This is an optimization exercise on Yosys and OpenROAD, whose aim is small area, not a production implementation.
Function was checked by simulation only, so behaviour that the tests miss may differ from the original.
No activity file was given, so power comes from the tool's default toggle rates.

## run A
==> flow/design.v <==
module ts_framer (
    input  wire        clk,
    input  wire        rst,
    input  wire        byte_valid,
    input  wire [7:0]  byte_data,
    input  wire        eos,
    input  wire        cfg_wr,
    input  wire        cfg_rd,
    input  wire [7:0]  cfg_addr,
    input  wire [15:0] cfg_wdata,
    output wire        frame_valid,
    output wire [12:0] frame_pid,
    output wire        frame_pusi,
    output wire        frame_has_af,
    output wire        frame_has_payload,
    output wire [3:0]  frame_cc,
    output wire [7:0]  frame_af_len,
    output wire [8:0]  frame_off,
    output wire [7:0]  frame_n,
    output wire        frame_overrun,
    output wire        frame_deliver,
    output wire        frame_pcr_valid,
    output wire [41:0] frame_pcr,
    output wire [3:0]  frame_route,
    output wire [3:0]  frame_cc_disc,
    output wire [15:0] frame_cc_expected,
    output wire        rd_valid,
    output wire [7:0]  rd_addr,
    output wire [15:0] rd_data
);
    reg [1:0]  st;
    reg [7:0]  byte_idx;
    reg        flag_af_overrun;
    reg        flag_cc_disc;
    reg [3:0]  route_en;
    reg [12:0] route_pid [0:3];
    reg [3:0]  cc_valid;
    reg [3:0]  cc_exp [0:3];           
    reg        h_sync;                 
    reg        h_pusi;
    reg [12:0] h_pid;
    reg        h_has_af;
    reg        h_has_pl;
    reg [3:0]  h_cc;
    reg [7:0]  h_af_len;               
    reg        h_pcr_valid;
    reg [41:0] pcr;
    reg        m3_d;                   
    reg        m3_c;
    reg [1:0]  m5a_d;                  
    reg        m5a_c;
    reg [1:0]  m5b_d;                  
    reg        m5b_c;
    reg        me_c;                   
    wire running = (st == 2'd0);
    wire byte_ev = byte_valid && running;
    wire last    = (byte_idx == 8'd187);
    wire [3:0] cc_inc = h_cc + 4'd1;
    wire       ovr    = h_af_len > 8'd183;
    reg [3:0] route, disc;
    integer c;
    always @(*) begin
        for (c = 0; c < 4; c = c + 1) begin
            route[c] = route_en[c] && (route_pid[c] == h_pid);
            disc[c]  = route[c] && h_has_pl && cc_valid[c] && (h_cc != cc_exp[c]);
        end
    end
    wire frame_done = byte_ev && last && h_sync;
    assign frame_valid       = frame_done;
    assign frame_pid         = h_pid;
    assign frame_pusi        = h_pusi;
    assign frame_has_af      = h_has_af;
    assign frame_has_payload = h_has_pl;
    assign frame_cc          = h_cc;
    assign frame_af_len      = h_af_len;
    assign frame_off         = h_has_af ? {1'b0, h_af_len} + 9'd5 : 9'd4;
    assign frame_overrun     = ovr;
    assign frame_n           = !h_has_af ? 8'd184 : ovr ? 8'd0 : ~h_af_len + 8'd184;
    assign frame_deliver     = h_has_pl && !ovr;
    assign frame_pcr_valid   = h_pcr_valid;
    assign frame_pcr         = pcr;
    assign frame_route       = route;
    assign frame_cc_disc     = disc;
    assign frame_cc_expected = {cc_exp[3], cc_exp[2], cc_exp[1], cc_exp[0]};
    wire [1:0] mode = {st[1], st[0] & ~st[1]};
    wire [1:0] err  = {st[1] & st[0], st[1] & ~st[0]};
    wire a_hi0   = (cfg_addr[7:5] == 3'd0) && (cfg_addr[3:2] == 2'd0);
    wire sel_st  = a_hi0 && !cfg_addr[4] && (cfg_addr[1:0] == 2'd0);
    wire sel_r3  = a_hi0 && !cfg_addr[4] && (cfg_addr[1:0] == 2'd1);
    wire sel_r0  = a_hi0 &&  cfg_addr[4] && (cfg_addr[1:0] == 2'd0);
    wire sel_r1  = a_hi0 &&  cfg_addr[4] && (cfg_addr[1:0] == 2'd1);
    wire sel_r2  = a_hi0 &&  cfg_addr[4] && (cfg_addr[1:0] == 2'd2);
    wire [15:0] rd_value =
        ({16{sel_st}} & {byte_idx, 1'b0, flag_cc_disc, 1'b0, flag_af_overrun, err, mode}) |
        ({16{sel_r0}} & {route_en[0], 2'b00, route_pid[0]}) |
        ({16{sel_r1}} & {route_en[1], 2'b00, route_pid[1]}) |
        ({16{sel_r2}} & {route_en[2], 2'b00, route_pid[2]}) |
        ({16{sel_r3}} & {route_en[3], 2'b00, route_pid[3]});
    assign rd_valid = cfg_rd;
    assign rd_addr  = cfg_addr;
    assign rd_data  = rd_value;
    wire       wr_route = cfg_wr && ((cfg_addr == 8'h01) ||
                                     (cfg_addr >= 8'h10 && cfg_addr < 8'h13));
    wire [1:0] wr_ch    = (cfg_addr == 8'h01) ? 2'd3 : cfg_addr[1:0];
    integer k;
    always @(posedge clk) begin
        if (rst) begin
            st              <= 2'd0;
            byte_idx        <= 8'd0;
            flag_af_overrun <= 1'b0;
            flag_cc_disc    <= 1'b0;
            cc_valid        <= 4'd0;
        end else begin
            if (byte_ev) begin
                if (last) begin
                    byte_idx <= 8'd0;
                    if (!h_sync)
                        st <= 2'd2;
                end else begin
                    byte_idx <= byte_idx + 8'd1;
                end
            end
            if (eos && running)
                st <= (byte_idx == 8'd0) ? 2'd1 : 2'd3;
            if (frame_done) begin
                if (ovr)
                    flag_af_overrun <= 1'b1;
                if (|disc)
                    flag_cc_disc <= 1'b1;
                for (k = 0; k < 4; k = k + 1)
                    if (route[k] && h_has_pl)
                        cc_valid[k] <= 1'b1;
            end
            if (wr_route)
                cc_valid[wr_ch] <= 1'b0;
        end
    end
    wire [13:0] route_wd = {cfg_wdata[15], cfg_wdata[12:0]} & {14{~rst}};
    always @(posedge clk) begin
        for (k = 0; k < 4; k = k + 1)
            if (rst || (wr_route && wr_ch == k))
                {route_en[k], route_pid[k]} <= route_wd;
    end
    always @(posedge clk) begin
        if (frame_done)
            for (k = 0; k < 4; k = k + 1)
                if (route[k] && h_has_pl)
                    cc_exp[k] <= cc_inc;
    end
    wire step    = byte_valid && byte_idx >= 8'd12 && byte_idx < 8'd52;
    wire x_in    = pcr[0]  & (byte_idx < 8'd45);      
    wire e_in    = pcr[33] & (byte_idx < 8'd19);      
    wire [1:0] s3  = x_in + m3_d + m3_c;
    wire [1:0] s5a = s3[0] + m5a_d[1] + m5a_c;
    wire [1:0] s5b = s5a[0] + m5b_d[1] + m5b_c;
    wire [1:0] se  = s5b[0] + e_in + me_c;
    always @(posedge clk) begin
        if (byte_valid) begin
            case (byte_idx)
                8'd0: h_sync <= (byte_data == 8'h47);
                8'd1: begin h_pusi <= byte_data[6]; h_pid[12:8] <= byte_data[4:0]; end
                8'd2: h_pid[7:0] <= byte_data;
                8'd3: begin
                    h_has_af <= byte_data[5];
                    h_has_pl <= byte_data[4];
                    h_cc     <= byte_data[3:0];
                end
                8'd4: h_af_len <= h_has_af ? byte_data : 8'd0;
                8'd5: h_pcr_valid <= (h_af_len >= 8'd7) && byte_data[4];
                8'd6: pcr[32:25] <= byte_data;
                8'd7: pcr[24:17] <= byte_data;
                8'd8: pcr[16:9]  <= byte_data;
                8'd9: pcr[8:1]   <= byte_data;
                8'd10: begin pcr[0] <= byte_data[7]; pcr[39] <= byte_data[0]; end
                8'd11: begin
                    pcr[38:33] <= byte_data[7:2];
                    pcr[41:40] <= byte_data[1:0] & {2{h_pcr_valid}};
                end
                default: ;
            endcase
            if (step)
                pcr <= {se[0] & h_pcr_valid, pcr[41:1]};
            m3_d  <= step & x_in;
            m3_c  <= step & s3[1];
            m5a_d <= {m5a_d[0], s3[0]} & {2{step}};
            m5a_c <= step & s5a[1];
            m5b_d <= {m5b_d[0], s5a[0]} & {2{step}};
            m5b_c <= step & s5b[1];
            me_c  <= step & se[1];
        end
    end
endmodule
clock: 8.0 ns
lec_check: 0
cap_margin: 20
core_margin: 2
core_utilization: 50
slew_margin: 20
standard.sh (not shown) runs the stock make flow with config.mk's settings and CLKGATE_MAP_FILE= SYNTH_SCRIPT=/design/flow/synth_recipe.tcl, a recipe that flattens the netlist after the stock synthesis.
==> flow/flow/run.sh <==
#!/bin/bash
# Own layout flow: the standard ORFS layout (standard.sh), with
#  - synthesis run by standard.sh with ORFS's own scripts, except that the
#    ABC mapping script is an area-oriented variant (delay relaxation on
#    &nf, no buffering/upsizing inside ABC); the flip-flops Yosys infers
#    are unchanged, only the combinational mapping differs,
#  - the port buffers made from the smallest buffer cell (every port still
#    gets its own buffer),
#  - a clock tree built from clkbuf_8 cells without dummy loads,
#  - after placement, cells on paths with spare setup slack sized down
#    (repair_timing -recover_power), then re-legalised.
# Each tool's output goes to a log file in this folder (ORFS's own logs are
# under orfs/logs/).
set -euo pipefail
export BUFFER_PORTS_ARGS="-buffer_cell sky130_fd_sc_hd__buf_1"
export CTS_ARGS="-sink_clustering_enable -repair_clock_nets -dont_use_dummy_load -buf_list {sky130_fd_sc_hd__clkbuf_8} -sink_clustering_size 16 -sink_clustering_max_diameter 60"

# synthesis with the area-oriented ABC script
rm -rf scripts_area
cp -r "${FLOW_HOME}/scripts" scripts_area
cp flow/abc_area_nf.script scripts_area/abc_speed.script
SCRIPTS_DIR="$PWD/scripts_area" bash standard.sh synth > standard_synth.log 2>&1

bash standard.sh place > standard_place.log 2>&1
RES=orfs/results/${FLOW_PLATFORM}/ts_framer/base
PLAT=${FLOW_HOME}/platforms/${FLOW_PLATFORM}
cat > downsize.tcl <<EOT
read_liberty ${PLAT}/lib/sky130_fd_sc_hd__tt_025C_1v80.lib
read_db ${RES}/3_place.odb
read_sdc ${RES}/3_place.sdc
source ${PLAT}/setRC.tcl
set_dont_use [get_lib_cells {*/sky130_fd_sc_hd__probe_p_8 */sky130_fd_sc_hd__probec_p_8 */sky130_fd_sc_hd__lpflow_*}]
estimate_parasitics -placement
report_design_area
repair_timing -recover_power 100
detailed_placement
check_placement
estimate_parasitics -placement
report_design_area
report_worst_slack -max
report_worst_slack -min
write_db ${RES}/3_place.odb
EOT
openroad -no_init -exit downsize.tcl > downsize.log 2>&1
bash standard.sh > standard_finish.log 2>&1
==> flow/flow/abc_area_nf.script <==
&get -n
&st
&dch
&nf -R 1000 -p -F 8 -C 32
&st
&syn2
&if -g -K 6
&synch2
&nf -R 1000 -p -F 8 -C 32
&st
&syn2
&if -g -K 6
&synch2
&nf -R 1000 -p -F 8 -C 32
&put
topo
stime -c
dnsize -c
Input changes introduced in run B (baseline for comparison: run A):
- a change of CORE_UTILIZATION from 50 to 78
### Flow results
- From run A to run B, number of flops mapped to enable cells by yosys did not move at all.
- Taking run B as 1.0, run A lands at 1.2 on width of the die.
- According to the power report, total power for run B is higher than for run A.
- Comparing design area for run A and run B, the smaller number came from run B.
- Hold slack is higher on run B
- [compare] base=run A new=run B: clock network fraction of design power saw little to no change, first-pass GRT wire length saw an increase.
Input changes introduced in run C (baseline for comparison: run B):
- changing CORE_UTILIZATION from 78 to 50
==> flow/flow/run.sh <==
#!/bin/bash
# Own layout flow: the standard ORFS layout (standard.sh), with
#  - the port buffers made from the smallest buffer cell (every port still
#    gets its own buffer),
#  - a clock tree built from clkbuf_8 cells without dummy loads,
#  - after placement, cells on paths with spare setup slack sized down
#    (repair_timing -recover_power), then re-legalised.
set -euo pipefail
export BUFFER_PORTS_ARGS="-buffer_cell sky130_fd_sc_hd__buf_1"
export CTS_ARGS="-sink_clustering_enable -repair_clock_nets -dont_use_dummy_load -buf_list {sky130_fd_sc_hd__clkbuf_8} -sink_clustering_size 16 -sink_clustering_max_diameter 60"
bash standard.sh place > standard_place.log 2>&1
RES=orfs/results/${FLOW_PLATFORM}/ts_framer/base
PLAT=${FLOW_HOME}/platforms/${FLOW_PLATFORM}
cat > downsize.tcl <<EOT
read_liberty ${PLAT}/lib/sky130_fd_sc_hd__tt_025C_1v80.lib
read_db ${RES}/3_place.odb
read_sdc ${RES}/3_place.sdc
source ${PLAT}/setRC.tcl
set_dont_use [get_lib_cells {*/sky130_fd_sc_hd__probe_p_8 */sky130_fd_sc_hd__probec_p_8 */sky130_fd_sc_hd__lpflow_*}]
estimate_parasitics -placement
report_design_area
repair_timing -recover_power 100
detailed_placement
check_placement
estimate_parasitics -placement
report_design_area
report_worst_slack -max
report_worst_slack -min
write_db ${RES}/3_place.odb
EOT
openroad -no_init -exit downsize.tcl > downsize.log 2>&1
bash standard.sh > standard_finish.log 2>&1
removed: flow/flow/abc_area_nf.script
### Flow results
Total number of nets in the final design grows slightly when moving from run B to run C.
Per the comparison of run C with run B, synthesized-area fraction occupied by xor and xnor cells shrank by 0.35 points; routed wire length shrank by 630 um; switching power of the nets shrank by 2.7 uW.
Hold slack: run C vs run B — no meaningful difference
Run B leaves less setup margin than run C.
Diff run C and run B: total global-route track usage higher in run B
From run B to run C the numbers moved as follows: number of gates on the worst path with buffers counted ~0 delta, number of fill cells in the layout increased by 1,046 relative to the old numbers.
Relative to run C, the following input files were edited for run D:
- swapping 50 for 65 in CORE_UTILIZATION
-- flow/flow/run.sh --
<<< run C, line 2
# Own layout flow: the standard ORFS layout (standard.sh), with
#  - the port buffers made from the smallest buffer cell (every port still
>>> run D, line 2
# Own layout flow: the standard ORFS layout (standard.sh), with
#  - synthesis run by standard.sh with ORFS's own scripts, except that the
#    ABC mapping script is an area-oriented variant (delay relaxation on
#    &nf, no buffering/upsizing inside ABC); the flip-flops Yosys infers
#    are unchanged, only the combinational mapping differs,
#  - the port buffers made from the smallest buffer cell (every port still
<<< run C, line 7
#    (repair_timing -recover_power), then re-legalised.
set -euo pipefail
>>> run D, line 11
#    (repair_timing -recover_power), then re-legalised.
# Each tool's output goes to a log file in this folder (ORFS's own logs are
# under orfs/logs/).
set -euo pipefail
<<< run C, line 10
export CTS_ARGS="-sink_clustering_enable -repair_clock_nets -dont_use_dummy_load -buf_list {sky130_fd_sc_hd__clkbuf_8} -sink_clustering_size 16 -sink_clustering_max_diameter 60"
bash standard.sh place > standard_place.log 2>&1
>>> run D, line 16
export CTS_ARGS="-sink_clustering_enable -repair_clock_nets -dont_use_dummy_load -buf_list {sky130_fd_sc_hd__clkbuf_8} -sink_clustering_size 16 -sink_clustering_max_diameter 60"

# synthesis with the area-oriented ABC script
rm -rf scripts_area
cp -r "${FLOW_HOME}/scripts" scripts_area
cp flow/abc_area_nf.script scripts_area/abc_speed.script
SCRIPTS_DIR="$PWD/scripts_area" bash standard.sh synth > standard_synth.log 2>&1

bash standard.sh place > standard_place.log 2>&1
==> flow/flow/abc_area_nf.script (new file) <==
&get -n
&st
&dch
&nf -R 1000 -p -F 8 -C 32
&st
&syn2
&if -g -K 6
&synch2
&nf -R 1000 -p -F 8 -C 32
&st
&syn2
&if -g -K 6
&synch2
&nf -R 1000 -p -F 8 -C 32
&put
topo
stime -c
dnsize -c
Results
From run C to run D, proportion of synthesized flip-flops having asynchronous set or reset did not move at all.
Per the comparison of run D with run C, maximum fanout count along the critical path closely matched the old numbers, synthesized area down about 3.6%, area of all placed cells without fillers moved down, final cell count down 7.9%.
Run D completed; timing, DRC and antenna clean
Run D vs. run C: total detailed-routing wirelength dropped about 6%; area inside the core boundary decreased 4300 um2.
The following lists how run E was set up differently from run D:
- CORE_UTILIZATION: 65 -> 50
==> flow/flow/run.sh <==
#!/bin/bash
# Own layout flow: the standard ORFS layout, with
#  - the port buffers made from the smallest buffer cell (every port still
#    gets its own buffer),
#  - a clock tree built from small clock buffers without dummy loads.
set -euo pipefail
export BUFFER_PORTS_ARGS="-buffer_cell sky130_fd_sc_hd__buf_1"
export CTS_ARGS="-sink_clustering_enable -repair_clock_nets -dont_use_dummy_load -buf_list {sky130_fd_sc_hd__clkbuf_4 sky130_fd_sc_hd__clkbuf_8} -sink_clustering_size 16 -sink_clustering_max_diameter 60"
bash standard.sh > standard_make.log 2>&1
removed: flow/flow/abc_area_nf.script
Findings:
Run E finished every step from synthesis to the final layout, and the layout passed the timing, DRC and antenna checks.
Changes observed in run E relative to run D: headroom to the max-slew limit increased 0.92 points, number of fillers in the final layout increased 630, final area increased about 2%.
Run E: simple-gate share of the synthesized area 0.46 points above run D
Run D → run E: share of the synthesized netlist area taken by xor and xnor gates fell 0.35 points, global-route wire length before repair rose 2.0%.
On run E: non-clock inverter total of the final layout is 3 higher than what run D gave.
Re global-route track usage on met3: run D was higher than run E.
Run E against run D: total of plain and repair buffers excluding clock buffers shrank by about 2.8%; post-route worst setup slack +0.25 ns; area of the core increased 38%.

==> what the ideal ports hide <==
The flow's constraints put no driver on any port. The routed layouts listed below were extracted and timed again, unchanged, in two steps. Step 1 sets driving cells, clkbuf_16 on the clock port and buf_2 on the other inputs (assumed; they add their load-dependent delay and slew). Step 2, shift: input delay + t, output delay - t, t = (earliest + latest rising clock arrival at the registers) / 2. This alone moves slack from input paths to output paths. a / b / c = no drivers / after step 1 / after step 2; a / b = the first two.
run	t, ns	setup slack, ns	hold slack, ns	clock arrival spread, ns
run A	0.480	2.311 / 2.286 / 2.286	0.465 / 0.465 / 0.465	0.020 / 0.021
run B	0.469	1.901 / 1.864 / 1.864	0.476 / 0.476 / 0.476	0.020 / 0.020
run C	0.476	2.033 / 2.009 / 2.009	0.474 / 0.474 / 0.474	0.027 / 0.027
run D	0.481	2.243 / 2.218 / 2.218	0.470 / 0.470 / 0.470	0.023 / 0.023
run E	0.482	2.489 / 2.466 / 2.466	0.474 / 0.474 / 0.474	0.023 / 0.023
After both steps setup and hold are still met in every run listed. For run B, which loses most, drivers alone change the setup slack by -0.037 ns; drivers and shift together by -0.037 ns.
